This is an optimization exercise on Yosys and OpenROAD, whose aim is small area, a short achievable clock period and few clock cycles, not a production implementation. Function was checked by simulation only, so behaviour that the tests miss may differ from the original. Power figures rest on the tool's default switching activity, not on a simulated workload.

== the reference run ==
## zcan_core
module zcan_core (
    input  wire        clk,
    input  wire        rst,         
    input  wire        cmd_valid,
    output wire        cmd_ready,
    input  wire [31:0] cmd_word,
    input  wire [3:0]  rd_idx,
    output reg  [31:0] rd_data,
    output wire        tx_valid,
    output reg  [7:0]  tx_data,
    input  wire        tx_ready
);
    localparam [7:0] OP_NOP         = 8'h00,
                     OP_SETLO       = 8'h01,
                     OP_SETHI       = 8'h02,
                     OP_ERR_CLR     = 8'h03,
                     OP_CRC_CFG     = 8'h10,
                     OP_CRC_INIT    = 8'h11,
                     OP_CRC_BYTE    = 8'h12,
                     OP_ENC_LONG    = 8'h20,
                     OP_ENC_CV17    = 8'h21,
                     OP_ENC_CV18    = 8'h22,
                     OP_DEC_LONG    = 8'h23,
                     OP_ENC_CONSIST = 8'h24,
                     OP_ENC_CV19    = 8'h25,
                     OP_ENC_CV20    = 8'h26,
                     OP_DEC_CONSIST = 8'h27,
                     OP_CV_PACK     = 8'h28,
                     OP_CV_UNPACK   = 8'h29,
                     OP_RX_BYTE     = 8'h30,
                     OP_RX_RESET    = 8'h31,
                     OP_TX_SOF      = 8'h38,
                     OP_TX_BYTE     = 8'h39,
                     OP_TX_CRC      = 8'h3A,
                     OP_TX_EOF      = 8'h3B;
    localparam [3:0] C_ILLEGAL_OPC = 4'd1,
                     C_RESERVED_NZ = 4'd2,
                     C_BAD_REG     = 4'd3,
                     C_BAD_IMM     = 4'd4,
                     C_TX_SEQ      = 4'd5;
    localparam       QD = 4;         
    localparam       QW = 2;         
    reg [31:0] opa, opb, crc_poly, crc_seed, crc_mask, crc;
    reg [31:0] res_lo, res_hi;
    reg        st_valid, st_cerr;
    reg [3:0]  st_cause;
    reg        tx_in_frame;
    reg          q_raw  [0:QD-1];
    reg [7:0]    q_data [0:QD-1];
    reg [QW-1:0] q_rd, q_wr;
    reg [QW:0]   q_cnt;
    reg          q_phase;        
    reg          q_f1, q_f2;     
    wire   maybe_tx  = cmd_word[29] & cmd_word[28] & cmd_word[27];
    wire   tx_crc2   = cmd_word[25] & ~cmd_word[24] & cmd_word[1];
    assign cmd_ready = ~maybe_tx | q_f2 | (q_f1 & ~tx_crc2);
    wire [7:0]  opc   = cmd_word[31:24];
  ...
Settings: LEC_CHECK=0, CAP_MARGIN=20, CORE_MARGIN=2, CORE_UTILIZATION=55, CTS_BUF_LIST=sky130_fd_sc_hd__clkbuf_16, CTS_CLUSTER_DIAMETER=70, CTS_CLUSTER_SIZE=25, PLACE_DENSITY=0.65, SETUP_SLACK_MARGIN=4.6, SLEW_MARGIN=20; clock period 10.0 ns.
run.sh (not shown) runs the stock make flow with config.mk's settings and CLKGATE_MAP_FILE= SYNTH_SCRIPT=/design/flow/synth_recipe.tcl, a recipe that flattens the netlist after the stock synthesis.
Testbench counts of the reference run, summed over its fixed seeds: cycles 6,305.
#### Input delta (the trial run over the reference run)
--- a/flow/design.v
+++ b/flow/design.v
@@ -42,21 +42,22 @@
     localparam       QW = 2;         
     reg [31:0] opa, opb, crc_poly, crc_seed, crc_mask, crc;
     reg [31:0] res_lo, res_hi;
     reg        st_valid, st_cerr;
     reg [3:0]  st_cause;
     reg        tx_in_frame;
     reg          q_raw  [0:QD-1];
     reg [7:0]    q_data [0:QD-1];
     reg [QW-1:0] q_rd, q_wr;
-    reg [QW:0]   q_cnt;
+    reg [QD:1]   q_th;           
     reg          q_phase;        
-    reg          q_f1, q_f2;     
+    wire         q_f1 = !q_th[QD];        
+    wire         q_f2 = !q_th[QD-1];      
     wire   maybe_tx  = cmd_word[29] & cmd_word[28] & cmd_word[27];
     wire   tx_crc2   = cmd_word[25] & ~cmd_word[24] & cmd_word[1];
     assign cmd_ready = ~maybe_tx | q_f2 | (q_f1 & ~tx_crc2);
     wire [7:0]  opc   = cmd_word[31:24];
     wire [3:0]  reg_i = cmd_word[19:16];
     wire [15:0] imm16 = cmd_word[15:0];
     wire [7:0]  b8    = cmd_word[7:0];
     reg fmt_n, fmt_b, fmt_r;
     always @(*) begin
@@ -213,22 +214,24 @@
     always @(*) begin
         if (h_raw) begin
             tx_data = h_data;
             h_last  = h_data[4] || q_phase;
         end else begin
             tx_data = (h_esc && !q_phase) ? 8'h10 : (h_data ^ {2'b00, h_esc, 5'd0});
             h_last  = !h_esc || q_phase;
         end
     end
-    assign tx_valid = (q_cnt != 0);
+    assign tx_valid = q_th[1];
     wire   tx_go  = tx_valid & tx_ready;
     wire   pop    = tx_go & h_last;
-    wire [QW:0] q_cnt_next = q_cnt + {{QW{1'b0}}, push1} + {{QW{1'b0}}, push2} - {{QW{1'b0}}, pop};
+    function q_ge(input integer k);    
+        q_ge = (k <= 0) || (k <= QD && q_th[(k < 1 || k > QD) ? 1 : k]);
+    endfunction
     function [QW-1:0] q_inc(input [QW-1:0] p);
         q_inc = (p == QD - 1) ? {QW{1'b0}} : p + 1'b1;
     endfunction
     wire [QW-1:0] q_wr1 = q_inc(q_wr);
     integer s;
     always @(posedge clk) begin
         for (s = 0; s < QD; s = s + 1) begin
             if (push1 && q_wr == s) begin
                 q_raw[s]  <= e0_raw;
@@ -238,27 +241,25 @@
                 q_raw[s]  <= 1'b0;
                 q_data[s] <= e1_data;
             end
         end
     end
     always @(posedge clk) begin
         if (rst) begin
             q_rd    <= {QW{1'b0}};
             q_wr    <= {QW{1'b0}};
-            q_cnt   <= {(QW+1){1'b0}};
+            q_th    <= {QD{1'b0}};
             q_phase <= 1'b0;
-            q_f1    <= 1'b1;
-            q_f2    <= 1'b1;
         end else begin
             q_wr  <= push2 ? q_inc(q_wr1) : push1 ? q_wr1 : q_wr;
-            q_cnt <= q_cnt_next;
-            q_f1  <= (q_cnt_next <= QD - 1);
-            q_f2  <= (q_cnt_next <= QD - 2);
+            for (s = 1; s <= QD; s = s + 1)
+                q_th[s] <= pop ? (push2 ? q_ge(s - 1) : push1 ? q_ge(s) : q_ge(s + 1))
+                               : (push2 ? q_ge(s - 2) : push1 ? q_ge(s - 1) : q_ge(s));
             if (tx_go) begin
                 q_phase <= !h_last;
                 if (h_last)
                     q_rd <= q_inc(q_rd);
             end
         end
     end
     always @(posedge clk) begin
         if (rst) begin
Row post-synthesis mux area share: the trial run higher / the reference run lower. Relative to the reference run, the total of clock buffers placed in the layout measured on the trial run has increased by a little under 10%. In the trial run relative to the reference run, maximum vdd ir drop had gone up by more than 10%. Delta (the trial run minus the reference run): count of placed standard cells in the final layout, fillers left out moved down, final worst-path cycle share picked up an extra 0.26 points, post-synthesis instance area neither gained nor lost much.
Testbench counts of the trial run, summed over its fixed seeds: cycles 6,305.


zcan_core, a different RTL version from the one above (not shown whole).
Size: roughly 2,800 cells after synthesis, about 310 flip-flops, ~21,000 um^2 of cells after synthesis.
Settings: LEC_CHECK=0, ABC_CLOCK_PERIOD_IN_PS=5000, CAP_MARGIN=20, CORE_MARGIN=2, CORE_UTILIZATION=40, SETUP_SLACK_MARGIN=4.6, SLEW_MARGIN=20; clock period 10.0 ns.
Testbench counts at the start, summed over its fixed seeds: cycles 6,536.
Edit:
--- a/flow/design.v
+++ b/flow/design.v
@@ -44,20 +44,22 @@
     reg [31:0] res_lo, res_hi;
     reg        st_valid, st_cerr;
     reg [3:0]  st_cause;
     reg        tx_in_frame;
     reg          q_raw  [0:QD-1];
     reg [7:0]    q_data [0:QD-1];
     reg [QW-1:0] q_rd, q_wr;
     reg [QW:0]   q_cnt;
     reg          q_phase;        
-    reg          rdy;
-    assign cmd_ready = rdy;
+    reg          q_f1, q_f2;     
+    wire   maybe_tx  = cmd_word[29] & cmd_word[28] & cmd_word[27];
+    wire   tx_crc2   = cmd_word[25] & ~cmd_word[24] & cmd_word[1];
+    assign cmd_ready = ~maybe_tx | q_f2 | (q_f1 & ~tx_crc2);
     wire [7:0]  opc   = cmd_word[31:24];
     wire [3:0]  reg_i = cmd_word[19:16];
     wire [15:0] imm16 = cmd_word[15:0];
     wire [7:0]  b8    = cmd_word[7:0];
     reg fmt_n, fmt_b, fmt_r;
     always @(*) begin
         fmt_n = 1'b0; fmt_b = 1'b0; fmt_r = 1'b0;
         case (opc)
             OP_NOP, OP_ERR_CLR, OP_CRC_INIT,
@@ -87,19 +89,19 @@
         else if (opc == OP_CRC_CFG && b8 > 8'd1)
             err_cause = C_BAD_IMM;
         else if (opc == OP_TX_CRC && b8 != 8'd1 && b8 != 8'd2)
             err_cause = C_BAD_IMM;
         else if (opc == OP_TX_SOF && tx_in_frame)
             err_cause = C_TX_SEQ;
         else if ((opc == OP_TX_BYTE || opc == OP_TX_CRC || opc == OP_TX_EOF) && !tx_in_frame)
             err_cause = C_TX_SEQ;
     end
-    wire xfer  = cmd_valid & rdy;
+    wire xfer  = cmd_valid & cmd_ready;
     wire z_ok  = (cmd_word[23:20] == 4'd0);
     wire n_ok  = z_ok && (cmd_word[19:0] == 20'd0);
     wire b_ok  = z_ok && (cmd_word[19:8] == 12'd0);
     wire r_ok  = z_ok && (reg_i <= 4'd5);
     wire do_setlo = xfer && opc == OP_SETLO && r_ok;
     wire do_sethi = xfer && opc == OP_SETHI && r_ok;
     wire do_eclr  = xfer && opc == OP_ERR_CLR && n_ok;
     wire do_cfg   = xfer && opc == OP_CRC_CFG && b_ok && b8[7:1] == 7'd0;
     wire do_init  = xfer && opc == OP_CRC_INIT && n_ok;
@@ -215,19 +217,22 @@
         end else begin
             tx_data = (h_esc && !q_phase) ? 8'h10 : (h_data ^ {2'b00, h_esc, 5'd0});
             h_last  = !h_esc || q_phase;
         end
     end
     assign tx_valid = (q_cnt != 0);
     wire   tx_go  = tx_valid & tx_ready;
     wire   pop    = tx_go & h_last;
     wire [QW:0] q_cnt_next = q_cnt + {{QW{1'b0}}, push1} + {{QW{1'b0}}, push2} - {{QW{1'b0}}, pop};
-    wire [QW-1:0] q_wr1 = q_wr + 1'b1;
+    function [QW-1:0] q_inc(input [QW-1:0] p);
+        q_inc = (p == QD - 1) ? {QW{1'b0}} : p + 1'b1;
+    endfunction
+    wire [QW-1:0] q_wr1 = q_inc(q_wr);
     integer s;
     always @(posedge clk) begin
         for (s = 0; s < QD; s = s + 1) begin
             if (push1 && q_wr == s) begin
                 q_raw[s]  <= e0_raw;
                 q_data[s] <= e0_data;
             end
             if (push2 && q_wr1 == s) begin
                 q_raw[s]  <= 1'b0;
@@ -235,27 +240,29 @@
             end
         end
     end
     always @(posedge clk) begin
         if (rst) begin
             q_rd    <= {QW{1'b0}};
             q_wr    <= {QW{1'b0}};
             q_cnt   <= {(QW+1){1'b0}};
             q_phase <= 1'b0;
-            rdy     <= 1'b1;
+            q_f1    <= 1'b1;
+            q_f2    <= 1'b1;
         end else begin
-            q_wr  <= q_wr + {{(QW-1){1'b0}}, push1} + {{(QW-1){1'b0}}, push2};
+            q_wr  <= push2 ? q_inc(q_wr1) : push1 ? q_wr1 : q_wr;
             q_cnt <= q_cnt_next;
-            rdy   <= (q_cnt_next <= QD - 2);
+            q_f1  <= (q_cnt_next <= QD - 1);
+            q_f2  <= (q_cnt_next <= QD - 2);
             if (tx_go) begin
                 q_phase <= !h_last;
                 if (h_last)
-                    q_rd <= q_rd + 1'b1;
+                    q_rd <= q_inc(q_rd);
             end
         end
     end
     always @(posedge clk) begin
         if (rst) begin
             opa         <= 32'd0;
             opb         <= 32'd0;
             crc_poly    <= 32'h0000008C;
             crc_seed    <= 32'h000000FF;
After rerunning: Setup slack gains 37 ps. Critical path depth falls by 2. Cell count rises by about 2.6%. Total power rises by 4.6%. Count of clock-buffer cells in the layout falls by 2. Clock power falls by about 4%. First-iteration DRC count falls by about 3%. Wire length falls by 2.7%. Global-route usage falls by 0.72 points. Clock skew barely changes. Register-to-register slack loses 40 ps.
Testbench counts after the change, summed over its fixed seeds: cycles 6,305.

## afterwards: timing with drivers on the ports
No port has a modelled driver above. Below, the same layouts with a new extraction and two added sets of constraints.
Step 1 sets driving cells, clkbuf_16 on the clock port and buf_2 on the other inputs (assumed; they add their load-dependent delay and slew).
Step 2 moves the port delays by t, midway between the first and last clock arrival at a register: inputs arrive t later, outputs are due t later. That takes back most of the time a late clock gives input paths.
Three values: no drivers, after step 1, after step 2; two values: the first two.
run | t, ns | slack for setup (ns) | hold slack, ns | worst register clock-pin slew, ns
the reference run | 0.619 | 4.570 / 4.536 / 4.133 | 0.454 / 0.454 / 0.454 | 0.10 / 0.10
the trial run | 0.628 | 4.544 / 4.472 / 4.153 | 0.463 / 0.463 / 0.463 | 0.10 / 0.10
the first run of note 2 | 0.601 | 4.565 / 4.489 / 4.185 | 0.455 / 0.455 / 0.455 | 0.07 / 0.07
the second run of note 2 | 0.610 | 4.602 / 4.519 / 4.117 | 0.459 / 0.459 / 0.459 | 0.07 / 0.07
After both steps setup and hold are still met in every run listed. The setup slack of the second run of note 2, which loses most, moves by -0.083 ns with the drivers and by -0.485 ns with both steps.
